What follows belongs to an exercise in optimizing a design on an open flow for small area, a short achievable clock period and few clock cycles per item; a production flow would make more cautious choices. At most, simulation tests tie the RTL to the original design; equivalence was not proved.

==> flow/design.v <==
module adf4350_plan (
    input  wire        clk,
    input  wire        rst,           
    input  wire        in_valid,
    output wire        in_ready,
    input  wire [31:0] in_f,          
    input  wire [15:0] in_ref,        
    output wire        out_valid,
    input  wire        out_ready,
    output wire [2:0]  out_div,
    output wire [22:0] out_int,
    output wire [22:0] out_frac,
    output wire [22:0] out_mod
);
    reg        busy;
    reg        done;
    reg [3:0]  cnt;         
    reg [2:0]  div_r;
    reg [23:0] q_r;         
    reg        c_r;         
    reg [2:0]  r5;
    reg [22:0] rem;         
    reg [20:0] mod_q;       
    wire accept = in_valid & in_ready;
    assign in_ready  = ~busy & (~done | out_ready);
    assign out_valid = done;
    reg [2:0] div_sel;
    always @(*) begin
        if      (in_f < 32'd68750)   div_sel = 3'd6;
        else if (in_f < 32'd137500)  div_sel = 3'd5;
        else if (in_f < 32'd275000)  div_sel = 3'd4;
        else if (in_f < 32'd550000)  div_sel = 3'd3;
        else if (in_f < 32'd1100000) div_sel = 3'd2;
        else if (in_f < 32'd2200000) div_sel = 3'd1;
        else                         div_sel = 3'd0;
    end
    wire [3:0]  top_a  = in_f[31:28];
    wire [4:0]  top_s  = {1'b0, in_f[31:28]} + {1'b0, in_f[27:24]};
    wire [2:0]  top_sq = top_s / 3'd5;
    wire [5:0]  top_d5 = {2'd0, top_a} + {1'b0, top_a, 1'b0} + {3'd0, top_sq};
    wire [2:0]  top_r5 = top_s % 3'd5;
    wire [23:0] f_sh   = div_sel[0] ? {in_f[22:0], 1'b0} : in_f[23:0];
    wire [20:0] mod25  = ({5'd0, in_ref} << 4) + ({5'd0, in_ref} << 3) + {5'd0, in_ref};
    wire        zero_in = (cnt < {2'b00, div_r[2:1]});
    wire        n1 = q_r[23] & ~zero_in;
    wire        n2 = q_r[22] & ~zero_in;
    wire [3:0]  t1  = {r5, n1};                  
    wire        c1  = (t1 >= 4'd5);
    wire [2:0]  r51 = c1 ? (t1 - 4'd5) : t1[2:0];
    wire [23:0] rs1 = {rem, c_r};
    wire [24:0] tr1 = {1'b0, rs1} - {2'b00, mod_q, 2'b00};
    wire        ge1 = ~tr1[24];
    wire [22:0] rm1 = ge1 ? tr1[22:0] : rs1[22:0];
    wire [3:0]  t2  = {r51, n2};
    wire        c2  = (t2 >= 4'd5);
    wire [2:0]  r52 = c2 ? (t2 - 4'd5) : t2[2:0];
    wire [23:0] rs2 = {rm1, c1};
    wire [24:0] tr2 = {1'b0, rs2} - {2'b00, mod_q, 2'b00};
    wire        ge2 = ~tr2[24];
    wire [22:0] rm2 = ge2 ? tr2[22:0] : rs2[22:0];
    assign out_div  = div_r;
    assign out_int  = q_r[22:0];
    assign out_frac = rem + {22'd0, c_r};
    assign out_mod  = {mod_q, 2'b00};
    always @(posedge clk) begin
        if (rst) begin
            busy <= 1'b0;
            done <= 1'b0;
        end else if (accept) begin
            busy <= 1'b1;
            done <= 1'b0;
        end else if (busy) begin
            if (cnt == 4'd0) begin
                busy <= 1'b0;
                done <= 1'b1;
            end
        end else if (out_ready) begin
            done <= 1'b0;
        end
        if (accept) begin
            div_r <= div_sel;
            cnt   <= 4'd11 + {2'b00, div_sel[2:1]};
            q_r   <= f_sh;
            c_r   <= top_d5[0];
            r5    <= top_r5;
            rem   <= {18'd0, top_d5[5:1]};
            mod_q <= mod25;
        end else if (busy) begin
            cnt <= cnt - 4'd1;
            q_r <= {q_r[21:0], ge1, ge2};
            c_r <= c2;
            r5  <= r52;
            rem <= rm2;
        end
    end
endmodule
clock: 7.0 ns
lec_check: 0
abc_area: 1
cap_margin: 20
core_margin: 2
core_utilization: 60
setup_slack_margin: 2.2
slew_margin: 20
standard.sh (not shown) runs the stock make flow with config.mk's settings and CLKGATE_MAP_FILE= SYNTH_SCRIPT=/design/flow/synth_recipe.tcl, a recipe that flattens the netlist after the stock synthesis.
==> flow/flow/run.sh <==
#!/bin/bash
set -euo pipefail
export BUFFER_PORTS_ARGS="-buffer_cell sky130_fd_sc_hd__buf_1"
bash standard.sh > orfs_make.log 2>&1
The first run went through all stages and came out clean.
Edit:
==> flow/design.v (replaced) <==
module adf4350_plan (
    input  wire        clk,
    input  wire        rst,           
    input  wire        in_valid,
    output wire        in_ready,
    input  wire [31:0] in_f,          
    input  wire [15:0] in_ref,        
    output wire        out_valid,
    input  wire        out_ready,
    output wire [2:0]  out_div,
    output wire [22:0] out_int,
    output wire [22:0] out_frac,
    output wire [22:0] out_mod
);
    reg        prep;
    reg        busy;
    reg        done;
    reg [3:0]  cnt;         
    reg [2:0]  div_r;
    reg [22:0] q_r;         
    reg        c_r;         
    reg [2:0]  r5;
    reg [22:0] rem;         
    reg [20:0] mod_q;       
    wire accept = in_valid & in_ready;
    assign in_ready  = ~prep & ~busy & (~done | out_ready);
    assign out_valid = done;
    reg [2:0] div_sel;
    always @(*) begin
        if      (in_f < 32'd68750)   div_sel = 3'd6;
        else if (in_f < 32'd137500)  div_sel = 3'd5;
        else if (in_f < 32'd275000)  div_sel = 3'd4;
        else if (in_f < 32'd550000)  div_sel = 3'd3;
        else if (in_f < 32'd1100000) div_sel = 3'd2;
        else if (in_f < 32'd2200000) div_sel = 3'd1;
        else                         div_sel = 3'd0;
    end
    wire        odd    = div_sel[0];
    wire [21:0] g_lo   = odd ? {in_f[20:0], 1'b0} : in_f[21:0];
    wire [9:0]  xt     = odd ? {9'd0, in_f[21]} : in_f[31:22];
    wire        big    = |in_f[31:23];               
    wire [9:0]  px     = rem[9:0];
    wire [7:0]  p_d5   = px / 3'd5;                  
    wire [2:0]  p_r5   = px % 3'd5;
    wire [6:0]  p_p    = p_d5[7:1];
    wire        p_q    = q_r[22] && (p_p >= 7'd100);
    wire [6:0]  p_rm   = p_q ? (p_p - 7'd100) : p_p;
    wire [20:0] mod25  = ({5'd0, in_ref} << 4) + ({5'd0, in_ref} << 3) + {5'd0, in_ref};
    wire        zero_in = (cnt < {2'b00, div_r[2:1]});
    wire        n1 = q_r[21] & ~zero_in;
    wire        n2 = q_r[20] & ~zero_in;
    wire [3:0]  t1  = {r5, n1};                  
    wire        c1  = (t1 >= 4'd5);
    wire [2:0]  r51 = c1 ? (t1 - 4'd5) : t1[2:0];
    wire [3:0]  t2  = {r51, n2};
    wire        c2  = (t2 >= 4'd5);
    wire [2:0]  r52 = c2 ? (t2 - 4'd5) : t2[2:0];
    wire [23:0] rs1 = {rem, c_r};
    wire [24:0] tr1 = {1'b0, rs1} - {2'b00, mod_q, 2'b00};
    wire        ge1 = ~tr1[24];
    wire [22:0] rm1 = ge1 ? tr1[22:0] : rs1[22:0];
    wire [23:0] rs2 = {rm1, c1};
    wire [24:0] tr2 = {1'b0, rs2} - {2'b00, mod_q, 2'b00};
    wire        ge2 = ~tr2[24];
    wire [22:0] rm2 = ge2 ? tr2[22:0] : rs2[22:0];
    wire [1:0]  dig = {ge1, ge2};
    assign out_div  = div_r;
    assign out_int  = q_r;
    assign out_frac = rem + {22'd0, c_r};
    assign out_mod  = {mod_q, 2'b00};
    always @(posedge clk) begin
        if (rst) begin
            prep <= 1'b0;
            busy <= 1'b0;
            done <= 1'b0;
        end else if (accept) begin
            prep <= big;
            busy <= ~big;
            done <= 1'b0;
        end else if (prep) begin
            prep <= 1'b0;
            busy <= 1'b1;
        end else if (busy) begin
            if (cnt == 4'd0) begin
                busy <= 1'b0;
                done <= 1'b1;
            end
        end else if (out_ready) begin
            done <= 1'b0;
        end
        if (accept) begin
            div_r <= div_sel;
            cnt   <= 4'd10 + {2'b00, div_sel[2:1]};
            q_r   <= {big & (in_ref == 16'd1), g_lo};
            c_r   <= 1'b0;
            r5    <= {2'd0, xt[0]};
            rem   <= big ? {13'd0, xt} : 23'd0;
            mod_q <= mod25;
        end else if (prep) begin
            q_r[22] <= p_q;
            c_r     <= p_d5[0];
            r5      <= p_r5;
            rem     <= {16'd0, p_rm};
        end else if (busy) begin
            cnt <= cnt - 4'd1;
            q_r <= {q_r[22], q_r[19:0], dig};
            c_r <= c2;
            r5  <= r52;
            rem <= rm2;
        end
    end
endmodule
=> The new run produced a clean layout; die area is lower by 6.8%; wire length is about the same; via count goes down by 3.8%; clock skew is about the same; setup slack degrades by 1100 ps; fmax falls by 20%; utilization is higher by 7.5 points; count of clock-buffer cells in the layout is unchanged.
Function was not checked in any run of this note: the RTL went through the layout flow alone.


Setup of job 101:
adf4350_plan, a different RTL version from the one above (not shown whole).
Size in the first run: about 1100 cells after synthesis, about 81 flip-flops.
==> module adf4350_plan, before the edit <==
module adf4350_plan (
    input  wire        clk,
    input  wire        rst,           
    input  wire        in_valid,
    output wire        in_ready,
    input  wire [31:0] in_f,          
    input  wire [15:0] in_ref,        
    output wire        out_valid,
    input  wire        out_ready,
    output wire [2:0]  out_div,
    output wire [22:0] out_int,
    output wire [22:0] out_frac,
    output wire [22:0] out_mod
);
    reg        busy;
    reg        done;
    reg [3:0]  cnt;         
    reg [2:0]  div_r;
    reg [23:0] q_r;         
    reg        c_r;         
    reg [2:0]  r5;
    reg [22:0] rem;         
    reg [20:0] mod_q;       
    wire accept = in_valid & in_ready;
    assign in_ready  = ~busy & (~done | out_ready);
    assign out_valid = done;
    reg [2:0] div_sel;
    always @(*) begin
        if      (in_f < 32'd68750)   div_sel = 3'd6;
        else if (in_f < 32'd137500)  div_sel = 3'd5;
        else if (in_f < 32'd275000)  div_sel = 3'd4;
        else if (in_f < 32'd550000)  div_sel = 3'd3;
        else if (in_f < 32'd1100000) div_sel = 3'd2;
        else if (in_f < 32'd2200000) div_sel = 3'd1;
        else                         div_sel = 3'd0;
    end
    wire [5:0]  top_d5 = in_f[31:24] / 3'd5;
    wire [2:0]  top_r5 = in_f[31:24] % 3'd5;
    wire [23:0] f_sh   = div_sel[0] ? {in_f[22:0], 1'b0} : in_f[23:0];
    wire [20:0] mod25  = ({5'd0, in_ref} << 4) + ({5'd0, in_ref} << 3) + {5'd0, in_ref};
    wire        zero_in = (cnt < {2'b00, div_r[2:1]});
    wire        n1 = q_r[23] & ~zero_in;
    wire        n2 = q_r[22] & ~zero_in;
    wire [3:0]  t1  = {r5, n1};                  
    wire        c1  = (t1 >= 4'd5);
    wire [2:0]  r51 = c1 ? (t1 - 4'd5) : t1[2:0];
    wire [23:0] rs1 = {rem, c_r};
    wire [24:0] tr1 = {1'b0, rs1} - {2'b00, mod_q, 2'b00};
    wire        ge1 = ~tr1[24];
    wire [22:0] rm1 = ge1 ? tr1[22:0] : rs1[22:0];
    wire [3:0]  t2  = {r51, n2};
    wire        c2  = (t2 >= 4'd5);
    wire [2:0]  r52 = c2 ? (t2 - 4'd5) : t2[2:0];
    wire [23:0] rs2 = {rm1, c1};
    wire [24:0] tr2 = {1'b0, rs2} - {2'b00, mod_q, 2'b00};
    wire        ge2 = ~tr2[24];
    wire [22:0] rm2 = ge2 ? tr2[22:0] : rs2[22:0];
    assign out_div  = div_r;
    assign out_int  = q_r[22:0];
    assign out_frac = rem + {22'd0, c_r};
    assign out_mod  = {mod_q, 2'b00};
    always @(posedge clk) begin
        if (rst) begin
            busy <= 1'b0;
            done <= 1'b0;
        end else if (accept) begin
            busy <= 1'b1;
            done <= 1'b0;
        end else if (busy) begin
            if (cnt == 4'd0) begin
                busy <= 1'b0;
                done <= 1'b1;
            end
        end else if (out_ready) begin
            done <= 1'b0;
        end
        if (accept) begin
            div_r <= div_sel;
            cnt   <= 4'd11 + {2'b00, div_sel[2:1]};
            q_r   <= f_sh;
            c_r   <= top_d5[0];
            r5    <= top_r5;
            rem   <= {18'd0, top_d5[5:1]};
            mod_q <= mod25;
        end else if (busy) begin
            cnt <= cnt - 4'd1;
            q_r <= {q_r[21:0], ge1, ge2};
            c_r <= c2;
            r5  <= r52;
            rem <= rm2;
        end
    end
endmodule
Settings: LEC_CHECK=0, ABC_AREA=1, CAP_MARGIN=20, CORE_MARGIN=2, CORE_UTILIZATION=60, SETUP_SLACK_MARGIN=2.2, SLEW_MARGIN=20; clock period 7.0 ns.
Scripts as last shown in full above: flow/flow/run.sh
Testbench counts of job 101, summed over its fixed seeds: cycles 21,748, items 1,600.
diff inputs: job 101 => job 102
--- a/flow/design.v
+++ b/flow/design.v
@@ -43,19 +43,24 @@
     wire        n2 = q_r[22] & ~zero_in;
     wire [3:0]  t1  = {r5, n1};                  
     wire        c1  = (t1 >= 4'd5);
     wire [2:0]  r51 = c1 ? (t1 - 4'd5) : t1[2:0];
-    wire [23:0] rs1 = {rem, c_r};
-    wire [24:0] tr1 = {1'b0, rs1} - {2'b00, mod_q, 2'b00};
-    wire        ge1 = ~tr1[24];
-    wire [22:0] rm1 = ge1 ? tr1[22:0] : rs1[22:0];
     wire [3:0]  t2  = {r51, n2};
     wire        c2  = (t2 >= 4'd5);
     wire [2:0]  r52 = c2 ? (t2 - 4'd5) : t2[2:0];
-    wire [23:0] rs2 = {rm1, c1};
-    wire [24:0] tr2 = {1'b0, rs2} - {2'b00, mod_q, 2'b00};
-    wire        ge2 = ~tr2[24];
-    wire [22:0] rm2 = ge2 ? tr2[22:0] : rs2[22:0];
+    wire [23:0] d1 = {1'b0, rem} - {3'd0, mod_q};
+    wire [23:0] d2 = {1'b0, rem} - {2'd0, mod_q, 1'b0};
+    wire [23:0] na  = ~{3'd0, mod_q};
+    wire [23:0] nb  = ~{2'd0, mod_q, 1'b0};
+    wire [23:0] cs  = {1'b0, rem} ^ na ^ nb;
+    wire [23:0] cc  = ({1'b0, rem} & na) | ({1'b0, rem} & nb) | (na & nb);
+    wire [23:0] d3  = cs + {cc[22:0], 1'b0} + 24'd2;
+    wire        ge1 = ~d1[23];
+    wire        ge2 = ~d2[23];
+    wire        ge3 = ~d3[23];
+    wire [1:0]  dig = ge3 ? 2'd3 : ge2 ? 2'd2 : ge1 ? 2'd1 : 2'd0;
+    wire [20:0] rhi = ge3 ? d3[20:0] : ge2 ? d2[20:0] : ge1 ? d1[20:0] : rem[20:0];
+    wire [22:0] rm2 = {rhi, c_r, c1};
     assign out_div  = div_r;
     assign out_int  = q_r[22:0];
     assign out_frac = rem + {22'd0, c_r};
     assign out_mod  = {mod_q, 2'b00};
@@ -83,9 +88,9 @@
             rem   <= {18'd0, top_d5[5:1]};
             mod_q <= mod25;
         end else if (busy) begin
             cnt <= cnt - 4'd1;
-            q_r <= {q_r[21:0], ge1, ge2};
+            q_r <= {q_r[21:0], dig};
             c_r <= c2;
             r5  <= r52;
             rem <= rm2;
         end
Notes after the runs:
For job 101, the startpoint of the most critical setup path was rem[1]$_DFFE_PP_, unlike job 102, where it was rem[0]$_DFFE_PP_.
Job 102 vs job 101, kind of critical path: reg -> out vs reg -> reg
Of job 101 and job 102, job 102 shows the lower area share of and/or/nand/nor cells after synthesis, with job 101 above it.
Comparing register fraction of the total cell area for job 101 and job 102, the bigger number came from job 101.
The run with more setup slack is job 101; job 102 has less.
Total non-filler cell area in the finished layout: higher on job 102
Job 102 ended with less number of library cell types mapped by synthesis than job 101.
Sort job 101 and job 102 by post-cts resize count, ascending, and job 102 comes first.
Job 102 vs job 101 — number of instances in the placed design rose 18%.
Relative to job 101, slew at the pin closest to its max-slew limit has gone up in job 102.
STATUS worst setup slack for register-to-register paths: job 102 wins against job 101
Relative to job 101, the row count of job 102 is higher by 4.
No functional check of the RTL was part of job 102.

==> what the ideal ports hide <==
In the flow no input, the clock included, has a driving cell. The finished layouts below were timed again as built, in two steps. Step 1: set_driving_cell puts a clkbuf_16 on clk and a buf_2 on each other input, an assumption about the parent block. Step 2 adds t to the input delays and takes it off the output delays; t is the mean of the earliest and latest rising clock arrival at the registers after step 1. Input paths then give back, and output paths get back, about the clock's delay inside the block. a / b / c = ideal / step 1 / step 2; a / b = the first two.
run	t (ns)	setup WS [ns]	worst register clock-pin slew, ns	worst data-port slew with drivers (ns)
the first run of note 1	0.392	2.451 / 2.474 / 2.083	0.07 / 0.07	0.05
the second run of note 1	0.387	1.305 / 1.305 / 1.305	0.07 / 0.07	0.04
job 101	0.390	2.438 / 2.405 / 2.173	0.07 / 0.07	0.05
job 102	0.388	2.374 / 2.333 / 2.047	0.07 / 0.07	0.05
After both steps every run listed still meets setup and hold. For the first run of note 1, which loses most, drivers alone change the setup slack by +0.023 ns; drivers and shift together by -0.368 ns.
